From an optimization exercise on the open Yosys and OpenROAD flow, aimed at small area, a short achievable clock period and few clock cycles; shortcuts taken in it are not production practice. Only simulation tests tie the RTL to the original design; equivalence was not proved.

==> inputs of run a <==
## eac3lc
module eac3lc (
    input  wire        clk,
    input  wire        rst,
    input  wire        host_req,
    input  wire        host_we,
    input  wire        host_buf,
    input  wire [7:0]  host_addr,
    input  wire [31:0] host_wdata,
    output reg  [31:0] host_rdata,
    output wire        busy
);
    localparam [31:0] ID_VALUE = 32'h4C433136;
    localparam [3:0] R_ID = 4'h0, R_CMD = 4'h1, R_STATUS = 4'h2, R_LEN = 4'h3,
                     R_ARG_A = 4'h4, R_ARG_B = 4'h5, R_ARG_C = 4'h6, R_RESULT = 4'h7,
                     R_FCOUNT = 4'h8, R_TRIM = 4'h9, R_CURSOR = 4'hA, R_CAP = 4'hB;
    localparam [3:0] O_OK = 4'h0, O_NO_SYNC = 4'h1, O_TRUNCATED = 4'h2, O_RESYNC_EXH = 4'h3,
                     O_NOT_FOUND = 4'h4, O_ILLEGAL = 4'h5;
    localparam [3:0] S_BT0  = 4'd0,     
                     S_BT1  = 4'd1,     
                     S_BT2  = 4'd2,     
                     S_CR1  = 4'd3,     
                     S_CRC  = 4'd4,     
                     S_SCAN = 4'd5,     
  ...
clock: 12.0 ns
lec_check: 0
cap_margin: 20
core_margin: 2
core_utilization: 40
cts_buf_list: sky130_fd_sc_hd__clkbuf_8
place_density: 0.5
slew_margin: 20
standard.sh (not shown) runs the stock make flow with config.mk's settings and CLKGATE_MAP_FILE= SYNTH_SCRIPT=/design/flow/synth_recipe.tcl, a recipe that flattens the netlist after the stock synthesis.
==> flow/flow/run.sh <==
#!/bin/bash
# The standard layout, with the timing repair aiming 8 ns below the clock
# period and free to resize cells across footprints. Each step's full output
# stays in the ORFS logs under orfs/logs; make's own output goes to make.log.
set -euo pipefail
bash standard.sh SETUP_SLACK_MARGIN=8 MATCH_CELL_FOOTPRINT=0 finish > make.log 2>&1
==> run b: changes against run a <==
--- a/flow/design.v
+++ b/flow/design.v
@@ -53,16 +53,17 @@
     reg [6:0]  cursor;
     reg        st_busy, st_done;
     reg        busy_o;       
     reg [3:0]  st_outcome;
     reg [7:0]  st_last_op;
     reg        st_overrun, st_conflict;
     reg [63:0] rowq;         
     reg [31:0] regq;         
+    reg [7:0]  hsel;         
     reg [3:0]  state;
     reg [1:0]  mode;         
     reg        is_run, is_fp;
     reg [1:0]  bop;          
     reg [6:0]  ptr;          
     reg [6:0]  lim;          
     reg        abig;         
     reg [6:0]  qa;           
@@ -90,68 +91,47 @@
     wire        h_reg_wr = host_req &  host_we & ~host_buf;
     wire        h_buf_wr = host_req &  host_we &  host_buf;
     wire [3:0]  h_reg    = host_addr[5:2];
     wire        cmd_wr   = h_reg_wr && h_reg == R_CMD;
     wire        accept   = cmd_wr && !st_busy;
     wire        h_buf_ok = !st_busy && host_addr[7:6] == 2'b00;
     wire [7:0]  cwl      = host_wdata[7:0];
     wire        cw_hi0   = host_wdata[31:8] == 24'd0;
-    wire [5:0]  pre_a = host_wdata[0] ? 6'd0 : arg_a[5:0];
-    wire [2:0]  ra  = st_busy ? ptr[5:3] : host_buf ? host_addr[5:3] : pre_a[5:3];
-    reg  [7:0]  rsel;
-    reg  [63:0] row;
-    integer rr;
-    always @* begin
-        for (rr = 0; rr < 8; rr = rr + 1) rsel[rr] = ra == rr[2:0];
-        row = 64'd0;
-        for (rr = 0; rr < 8; rr = rr + 1) row = row | (mem[64*rr +: 64] & {64{rsel[rr]}});
-    end
+    wire [2:0]  ra  = st_busy ? ptr[5:3] : host_addr[5:3];
+    wire [63:0] row = mem[64*ra +: 64];
     wire        a_hi6   = |arg_a[31:6];
     wire        a_hi9   = |arg_a[31:9];
     wire        b_hi7   = |arg_b[31:7];
     wire        b_zero  = arg_b == 32'd0;
     wire [6:0]  cc_end  = (b_hi7 || arg_b[6:0] > len_q) ? len_q : arg_b[6:0];
     wire [7:0]  ab_sum  = {2'b00, arg_a[5:0]} + {1'b0, arg_b[6:0]};
     wire [6:0]  sf_lim  = (b_zero || b_hi7 || ab_sum >= {1'b0, len_q}) ? len_q : ab_sum[6:0];
     wire        p_lt    = !abig && ptr < lim;                
     wire [6:0]  ptr_p1  = ptr + 7'd1;
     wire [6:0]  ptr_np  = {ptr[6:1] + 6'd1, 1'b0};           
     wire [6:0]  ptr_nr  = {ptr[6:3] + 4'd1, 3'b000};         
     wire        near    = {1'b0, sa} + 8'd5 > {1'b0, lim};    
-    reg  [15:0] pair;
-    integer pp;
-    always @* begin
-        pair = 16'd0;
-        for (pp = 0; pp < 4; pp = pp + 1) pair = pair | (rowq[16*pp +: 16] & {16{qa[2:1] == pp[1:0]}});
-    end
+    wire [15:0] pair    = rowq[16*qa[2:1] +: 16];
     wire [7:0]  pb0     = pair[7:0];
     wire [7:0]  pb1     = pair[15:8];
     wire [7:0]  qbyte   = qa[0] ? pb1 : pb0;
     reg  [7:0]  imask;
     integer j;
     wire        i_rlt = ptr[6:3] <  lim[6:3];
     wire        i_req = ptr[6:3] == lim[6:3];
     always @* begin
         for (j = 0; j < 8; j = j + 1)
             imask[j] = (j[2:0] >= ptr[2:0]) && (i_rlt || (i_req && j[2:0] < lim[2:0]));
     end
     reg  [7:0]  i0mask;
     always @* begin
         for (j = 0; j < 8; j = j + 1)
             i0mask[j] = {4'd0, j[2:0]} < len_q;
     end
-    reg  [7:0]  amask;
-    wire        a_rlt = {1'b0, arg_a[5:3]} <  sf_lim[6:3];
-    wire        a_req = {1'b0, arg_a[5:3]} == sf_lim[6:3];
-    always @* begin
-        for (j = 0; j < 8; j = j + 1)
-            amask[j] = !a_hi6 && (j[2:0] >= arg_a[2:0]) &&
-                       (a_rlt || (a_req && j[2:0] < sf_lim[2:0]));
-    end
     reg  [7:0]  is0b, is77;
     reg  [7:0]  cand;
     always @* begin
         for (j = 0; j < 8; j = j + 1) begin
             is0b[j] = rowq[8*j +: 8] == 8'h0B;
             is77[j] = rowq[8*j +: 8] == 8'h77;
         end
         cand[0] = carry0b && vmask[0] && is77[0];
@@ -292,41 +272,46 @@
             if (b_wp == i[4:0] && b_we0) mem[16*i +: 8]     <= b_wd0;
             if (b_wp == i[4:0] && b_we1) mem[16*i + 8 +: 8] <= b_wd1;
         end
     end
     wire [31:0] status_word = {14'd0, st_conflict, st_overrun, st_last_op, st_outcome,
                                2'b00, st_done, st_busy};
     reg  [31:0] reg_rdata;
     always @* begin
-        reg_rdata = ({32{h_reg == R_ID}}     & ID_VALUE)
-                  | ({32{h_reg == R_STATUS}} & status_word)
-                  | ({32{h_reg == R_LEN}}    & {25'd0, len_q})
-                  | ({32{h_reg == R_ARG_A}}  & arg_a)
-                  | ({32{h_reg == R_ARG_B}}  & arg_b)
-                  | ({32{h_reg == R_ARG_C}}  & arg_c)
-                  | ({32{h_reg == R_RESULT}} & result)
-                  | ({32{h_reg == R_FCOUNT}} & {25'd0, frame_count})
-                  | ({32{h_reg == R_TRIM}}   & {25'd0, trim})
-                  | ({32{h_reg == R_CURSOR}} & {25'd0, cursor})
-                  | ({32{h_reg == R_CAP}}    & 32'd64);
+        case (h_reg)
+            R_ID:     reg_rdata = ID_VALUE;
+            R_STATUS: reg_rdata = status_word;
+            R_LEN:    reg_rdata = {25'd0, len_q};
+            R_ARG_A:  reg_rdata = arg_a;
+            R_ARG_B:  reg_rdata = arg_b;
+            R_ARG_C:  reg_rdata = arg_c;
+            R_RESULT: reg_rdata = result;
+            R_FCOUNT: reg_rdata = {25'd0, frame_count};
+            R_TRIM:   reg_rdata = {25'd0, trim};
+            R_CURSOR: reg_rdata = {25'd0, cursor};
+            R_CAP:    reg_rdata = 32'd64;
+            default:  reg_rdata = 32'd0;
+        endcase
+    end
+    always @(posedge clk) begin
+        rowq <= row;
+        regq <= host_buf ? 32'd0 : reg_rdata;
+        for (i = 0; i < 8; i = i + 1)
+            hsel[i] <= host_buf && h_buf_ok && host_addr[2:0] == i[2:0];
+        qa   <= st_busy ? ptr : {1'b0, host_addr[5:3], 3'b000};
+        qin  <= p_lt;
     end
     reg [7:0] hbyte;
     always @* begin
         hbyte = 8'h00;
         for (i = 0; i < 8; i = i + 1)
-            hbyte = hbyte | (row[8*i +: 8] & {8{host_addr[2:0] == i[2:0]}});
-    end
-    always @(posedge clk) begin
-        rowq <= row;
-        regq <= host_buf ? {24'd0, h_buf_ok ? hbyte : 8'h00} : reg_rdata;
-        qa   <= st_busy ? ptr : {1'b0, pre_a};
-        qin  <= p_lt;
+            hbyte = hbyte | (rowq[8*i +: 8] & {8{hsel[i]}});
+        host_rdata = {regq[31:8], regq[7:0] | hbyte};
     end
-    always @* host_rdata = regq;
     always @(posedge clk) begin
         if (rst) begin
             len_q <= 7'd0;
             arg_a <= 32'd0;
             arg_b <= 32'd0;
             arg_c <= 32'd0;
         end else if (h_reg_wr) begin
             case (h_reg)
@@ -394,26 +379,24 @@
             bsh        <= arg_a[2:0];
             bop        <= cwl[1:0];
             crc        <= (cwl[4] && cwl[1]) ? arg_c[15:0] :
                           (cwl[4] && !cwl[0]) ? {arg_b[7:0], 8'h00} :
                           (arg_c[15:0] ^ {arg_b[7:0], 8'h00});
             ptr        <= (cwl[5:4] == 2'b00) ? {1'b0, arg_a[8:3]} :
                           (cwl[5] && cwl[1:0] == 2'b11) ? 7'd8 :
                           (cwl[5] && cwl[1:0] != 2'b00) ? ({1'b0, arg_a[5:0]} + 7'd2) :
-                          cwl[5] ? {{1'b0, arg_a[5:3]} + 4'd1, 3'b000} :
-                          {arg_a[5:1] + 6'd1, 1'b0};
+                          {1'b0, arg_a[5:0]};
             sa         <= (cwl[5] && cwl[1:0] == 2'b11) ? 7'd0 : {1'b0, arg_a[5:0]};
             abig       <= (cwl[5:4] == 2'b00) ? a_hi9 : (cwl[5] && cwl[1:0] == 2'b11) ? 1'b0 : a_hi6;
             mode       <= (cwl[5] && cwl[1:0] == 2'b11) ? M_SEEK : M_FIND;
-            v          <= (cwl[5] && (cwl[1:0] == 2'b11 || cwl[1:0] == 2'b00)) ||
-                          (cwl[4] && cwl[1]);
-            vmask      <= cwl[0] ? i0mask : amask;
-            vl0        <= !a_hi6 && !arg_a[0] && {1'b0, arg_a[5:0]} < cc_end;
-            vl1        <= !a_hi6 && {1'b0, arg_a[5:1], 1'b1} < cc_end;
+            v          <= cwl[5] && cwl[1:0] == 2'b11;
+            vmask      <= i0mask;
+            vl0        <= 1'b0;
+            vl1        <= 1'b0;
             carry0b    <= 1'b0;
             is_run     <= cw_hi0 && cwl == 8'h23;
             is_fp      <= cwl[1];
             ckp        <= 2'd0;
             case (cwl)
                 8'h01, 8'h02, 8'h03: state <= S_BT0;
                 8'h10, 8'h11:        state <= S_CR1;
                 8'h12:               state <= S_CRC;
Settings changed: CTS_BUF_LIST sky130_fd_sc_hd__clkbuf_8 to default, CTS_CLUSTER_DIAMETER from default to 60, CTS_CLUSTER_SIZE from default to 20.
==> run c: changes against run a <==
--- a/flow/design.v
+++ b/flow/design.v
@@ -53,16 +53,18 @@
     reg [6:0]  cursor;
     reg        st_busy, st_done;
     reg        busy_o;       
     reg [3:0]  st_outcome;
     reg [7:0]  st_last_op;
     reg        st_overrun, st_conflict;
     reg [63:0] rowq;         
     reg [31:0] regq;         
+    reg [31:0] hq4;          
+    reg [3:0]  hsel;         
     reg [3:0]  state;
     reg [1:0]  mode;         
     reg        is_run, is_fp;
     reg [1:0]  bop;          
     reg [6:0]  ptr;          
     reg [6:0]  lim;          
     reg        abig;         
     reg [6:0]  qa;           
@@ -90,68 +92,47 @@
     wire        h_reg_wr = host_req &  host_we & ~host_buf;
     wire        h_buf_wr = host_req &  host_we &  host_buf;
     wire [3:0]  h_reg    = host_addr[5:2];
     wire        cmd_wr   = h_reg_wr && h_reg == R_CMD;
     wire        accept   = cmd_wr && !st_busy;
     wire        h_buf_ok = !st_busy && host_addr[7:6] == 2'b00;
     wire [7:0]  cwl      = host_wdata[7:0];
     wire        cw_hi0   = host_wdata[31:8] == 24'd0;
-    wire [5:0]  pre_a = host_wdata[0] ? 6'd0 : arg_a[5:0];
-    wire [2:0]  ra  = st_busy ? ptr[5:3] : host_buf ? host_addr[5:3] : pre_a[5:3];
-    reg  [7:0]  rsel;
-    reg  [63:0] row;
-    integer rr;
-    always @* begin
-        for (rr = 0; rr < 8; rr = rr + 1) rsel[rr] = ra == rr[2:0];
-        row = 64'd0;
-        for (rr = 0; rr < 8; rr = rr + 1) row = row | (mem[64*rr +: 64] & {64{rsel[rr]}});
-    end
+    wire [2:0]  ra  = st_busy ? ptr[5:3] : host_addr[5:3];
+    wire [63:0] row = mem[64*ra +: 64];
     wire        a_hi6   = |arg_a[31:6];
     wire        a_hi9   = |arg_a[31:9];
     wire        b_hi7   = |arg_b[31:7];
     wire        b_zero  = arg_b == 32'd0;
     wire [6:0]  cc_end  = (b_hi7 || arg_b[6:0] > len_q) ? len_q : arg_b[6:0];
     wire [7:0]  ab_sum  = {2'b00, arg_a[5:0]} + {1'b0, arg_b[6:0]};
     wire [6:0]  sf_lim  = (b_zero || b_hi7 || ab_sum >= {1'b0, len_q}) ? len_q : ab_sum[6:0];
     wire        p_lt    = !abig && ptr < lim;                
     wire [6:0]  ptr_p1  = ptr + 7'd1;
     wire [6:0]  ptr_np  = {ptr[6:1] + 6'd1, 1'b0};           
     wire [6:0]  ptr_nr  = {ptr[6:3] + 4'd1, 3'b000};         
     wire        near    = {1'b0, sa} + 8'd5 > {1'b0, lim};    
-    reg  [15:0] pair;
-    integer pp;
-    always @* begin
-        pair = 16'd0;
-        for (pp = 0; pp < 4; pp = pp + 1) pair = pair | (rowq[16*pp +: 16] & {16{qa[2:1] == pp[1:0]}});
-    end
+    wire [15:0] pair    = rowq[16*qa[2:1] +: 16];
     wire [7:0]  pb0     = pair[7:0];
     wire [7:0]  pb1     = pair[15:8];
     wire [7:0]  qbyte   = qa[0] ? pb1 : pb0;
     reg  [7:0]  imask;
     integer j;
     wire        i_rlt = ptr[6:3] <  lim[6:3];
     wire        i_req = ptr[6:3] == lim[6:3];
     always @* begin
         for (j = 0; j < 8; j = j + 1)
             imask[j] = (j[2:0] >= ptr[2:0]) && (i_rlt || (i_req && j[2:0] < lim[2:0]));
     end
     reg  [7:0]  i0mask;
     always @* begin
         for (j = 0; j < 8; j = j + 1)
             i0mask[j] = {4'd0, j[2:0]} < len_q;
     end
-    reg  [7:0]  amask;
-    wire        a_rlt = {1'b0, arg_a[5:3]} <  sf_lim[6:3];
-    wire        a_req = {1'b0, arg_a[5:3]} == sf_lim[6:3];
-    always @* begin
-        for (j = 0; j < 8; j = j + 1)
-            amask[j] = !a_hi6 && (j[2:0] >= arg_a[2:0]) &&
-                       (a_rlt || (a_req && j[2:0] < sf_lim[2:0]));
-    end
     reg  [7:0]  is0b, is77;
     reg  [7:0]  cand;
     always @* begin
         for (j = 0; j < 8; j = j + 1) begin
             is0b[j] = rowq[8*j +: 8] == 8'h0B;
             is77[j] = rowq[8*j +: 8] == 8'h77;
         end
         cand[0] = carry0b && vmask[0] && is77[0];
@@ -292,41 +273,47 @@
             if (b_wp == i[4:0] && b_we0) mem[16*i +: 8]     <= b_wd0;
             if (b_wp == i[4:0] && b_we1) mem[16*i + 8 +: 8] <= b_wd1;
         end
     end
     wire [31:0] status_word = {14'd0, st_conflict, st_overrun, st_last_op, st_outcome,
                                2'b00, st_done, st_busy};
     reg  [31:0] reg_rdata;
     always @* begin
-        reg_rdata = ({32{h_reg == R_ID}}     & ID_VALUE)
-                  | ({32{h_reg == R_STATUS}} & status_word)
-                  | ({32{h_reg == R_LEN}}    & {25'd0, len_q})
-                  | ({32{h_reg == R_ARG_A}}  & arg_a)
-                  | ({32{h_reg == R_ARG_B}}  & arg_b)
-                  | ({32{h_reg == R_ARG_C}}  & arg_c)
-                  | ({32{h_reg == R_RESULT}} & result)
-                  | ({32{h_reg == R_FCOUNT}} & {25'd0, frame_count})
-                  | ({32{h_reg == R_TRIM}}   & {25'd0, trim})
-                  | ({32{h_reg == R_CURSOR}} & {25'd0, cursor})
-                  | ({32{h_reg == R_CAP}}    & 32'd64);
-    end
-    reg [7:0] hbyte;
-    always @* begin
-        hbyte = 8'h00;
-        for (i = 0; i < 8; i = i + 1)
-            hbyte = hbyte | (row[8*i +: 8] & {8{host_addr[2:0] == i[2:0]}});
+        case (h_reg)
+            R_ID:     reg_rdata = ID_VALUE;
+            R_STATUS: reg_rdata = status_word;
+            R_LEN:    reg_rdata = {25'd0, len_q};
+            R_ARG_A:  reg_rdata = arg_a;
+            R_ARG_B:  reg_rdata = arg_b;
+            R_ARG_C:  reg_rdata = arg_c;
+            R_RESULT: reg_rdata = result;
+            R_FCOUNT: reg_rdata = {25'd0, frame_count};
+            R_TRIM:   reg_rdata = {25'd0, trim};
+            R_CURSOR: reg_rdata = {25'd0, cursor};
+            R_CAP:    reg_rdata = 32'd64;
+            default:  reg_rdata = 32'd0;
+        endcase
     end
     always @(posedge clk) begin
         rowq <= row;
-        regq <= host_buf ? {24'd0, h_buf_ok ? hbyte : 8'h00} : reg_rdata;
-        qa   <= st_busy ? ptr : {1'b0, pre_a};
+        regq <= host_buf ? 32'd0 : reg_rdata;
+        hq4  <= host_addr[2] ? row[63:32] : row[31:0];
+        for (i = 0; i < 4; i = i + 1)
+            hsel[i] <= host_buf && h_buf_ok && host_addr[1:0] == i[1:0];
+        qa   <= st_busy ? ptr : {1'b0, host_addr[5:3], 3'b000};
         qin  <= p_lt;
     end
-    always @* host_rdata = regq;
+    reg [7:0] hbyte;
+    always @* begin
+        hbyte = 8'h00;
+        for (i = 0; i < 4; i = i + 1)
+            hbyte = hbyte | (hq4[8*i +: 8] & {8{hsel[i]}});
+        host_rdata = {regq[31:8], regq[7:0] | hbyte};
+    end
     always @(posedge clk) begin
         if (rst) begin
             len_q <= 7'd0;
             arg_a <= 32'd0;
             arg_b <= 32'd0;
             arg_c <= 32'd0;
         end else if (h_reg_wr) begin
             case (h_reg)
@@ -394,26 +381,24 @@
             bsh        <= arg_a[2:0];
             bop        <= cwl[1:0];
             crc        <= (cwl[4] && cwl[1]) ? arg_c[15:0] :
                           (cwl[4] && !cwl[0]) ? {arg_b[7:0], 8'h00} :
                           (arg_c[15:0] ^ {arg_b[7:0], 8'h00});
             ptr        <= (cwl[5:4] == 2'b00) ? {1'b0, arg_a[8:3]} :
                           (cwl[5] && cwl[1:0] == 2'b11) ? 7'd8 :
                           (cwl[5] && cwl[1:0] != 2'b00) ? ({1'b0, arg_a[5:0]} + 7'd2) :
-                          cwl[5] ? {{1'b0, arg_a[5:3]} + 4'd1, 3'b000} :
-                          {arg_a[5:1] + 6'd1, 1'b0};
+                          {1'b0, arg_a[5:0]};
             sa         <= (cwl[5] && cwl[1:0] == 2'b11) ? 7'd0 : {1'b0, arg_a[5:0]};
             abig       <= (cwl[5:4] == 2'b00) ? a_hi9 : (cwl[5] && cwl[1:0] == 2'b11) ? 1'b0 : a_hi6;
             mode       <= (cwl[5] && cwl[1:0] == 2'b11) ? M_SEEK : M_FIND;
-            v          <= (cwl[5] && (cwl[1:0] == 2'b11 || cwl[1:0] == 2'b00)) ||
-                          (cwl[4] && cwl[1]);
-            vmask      <= cwl[0] ? i0mask : amask;
-            vl0        <= !a_hi6 && !arg_a[0] && {1'b0, arg_a[5:0]} < cc_end;
-            vl1        <= !a_hi6 && {1'b0, arg_a[5:1], 1'b1} < cc_end;
+            v          <= cwl[5] && cwl[1:0] == 2'b11;
+            vmask      <= i0mask;
+            vl0        <= 1'b0;
+            vl1        <= 1'b0;
             carry0b    <= 1'b0;
             is_run     <= cw_hi0 && cwl == 8'h23;
             is_fp      <= cwl[1];
             ckp        <= 2'd0;
             case (cwl)
                 8'h01, 8'h02, 8'h03: state <= S_BT0;
                 8'h10, 8'h11:        state <= S_CR1;
                 8'h12:               state <= S_CRC;
Settings changed: CORE_UTILIZATION 40 to 50, CTS_BUF_LIST sky130_fd_sc_hd__clkbuf_8 to default, CTS_CLUSTER_DIAMETER from default to 60, CTS_CLUSTER_SIZE from default to 20, PLACE_DENSITY 0.5 to 0.6.
==> impl_metrics.py <==
metrics = {
    "detailed_routing": {
        "wl_per_cell_um": 31.24,
    },
    "final_layout": {
        "multiInputGateArea_sq_um": 21440,
        "register_area_sq_um": 24590,
    },
    "power_and_ir_drop": {
        "ir_worst_vdd_v": 0.0001223,
    },
    "synthesis": {
        "synth-simple-area-share_pct": 13.79,
        "synth_xor_area_share_pct": 3.142,
    },
    "run_status": {
        "status": "finished clean",
    },
    "global_routing": {
        "antenna_found_initial": 11,
    },
    "setup_path": {
        "arrival_ns": 5.24,
    },
}
[end of results for run a]
==> impl_metrics.py <==
metrics = {
    "synthesis": {
        "synth-compound-area-share_pct": 12.72,
        "synth-simple-area-share_pct": 20.38,
        "synth_xor_area_share_pct": 2.821,
    },
    "final_layout": {
        "multiInputGateArea_sq_um": 20840,
        "register_area_sq_um": 24750,
    },
    "run_status": {
        "status": "finished clean",
    },
    "setup_path": {
        "arrival_ns": 2.14,
    },
    "detailed_routing": {
        "wl_per_cell_um": 26.75,
    },
}
[end of results for run b]
==> impl_metrics.py <==
metrics = {
    "detailed_routing": {
        "wl_per_cell_um": 27.26,
        "wl_met1_um": 64940,
    },
    "synthesis": {
        "synth_xor_area_share_pct": 2.928,
        "synth-simple-area-share_pct": 17.61,
    },
    "power_and_ir_drop": {
        "ir_worst_vdd_v": 0.0001462,
    },
    "run_status": {
        "status": "finished clean",
    },
    "setup_path": {
        "arrival_ns": 5.04,
    },
    "final_layout": {
        "multiInputGateArea_sq_um": 20750,
        "clkCellAreaFrac_pct": 5.302,
    },
    "global_routing": {
        "antenna_found_initial": 0,
    },
}
[end of results for run c]
Testbench counts of run a, summed over its fixed seeds: cycles 25,847.
Testbench counts of run b, summed over its fixed seeds: cycles 26,169.
Testbench counts of run c, summed over its fixed seeds: cycles 26,169.

==> what the ideal ports hide <==
The results above use ideal ports. As a check the final layouts listed here were re-extracted and re-timed, cells and wires unchanged. Step 1 (the two cells are an assumption about what drives the block):
set clk [get_ports {clk}]
set_driving_cell -lib_cell sky130_fd_sc_hd__clkbuf_16 $clk
set_driving_cell -lib_cell sky130_fd_sc_hd__buf_2 [delete_from_list [all_inputs] $clk]
Step 2, shift: input delay + t, output delay - t, t = (earliest + latest rising clock arrival at the registers) / 2. This alone moves slack from input paths to output paths. a / b / c = no drivers / after step 1 / after step 2; a / b = the first two.
| run | shift t [ns] | setup slack, ns | worst hold slack (ns) | cell pins on the clock port's net |
|---|---|---|---|---|
| run a | 0.939 | 7.563 / 7.563 / 6.819 | 0.454 / 0.454 / 0.454 | 1 |
| run b | 0.757 | 7.461 / 7.383 / 7.192 | 0.457 / 0.457 / 0.457 | 1 |
| run c | 0.752 | 7.526 / 7.526 / 7.267 | 0.461 / 0.461 / 0.461 | 1 |
After both steps every run listed still meets setup and hold. For run a, which loses most, drivers alone change the setup slack by 0.000 ns; drivers and shift together by -0.744 ns.
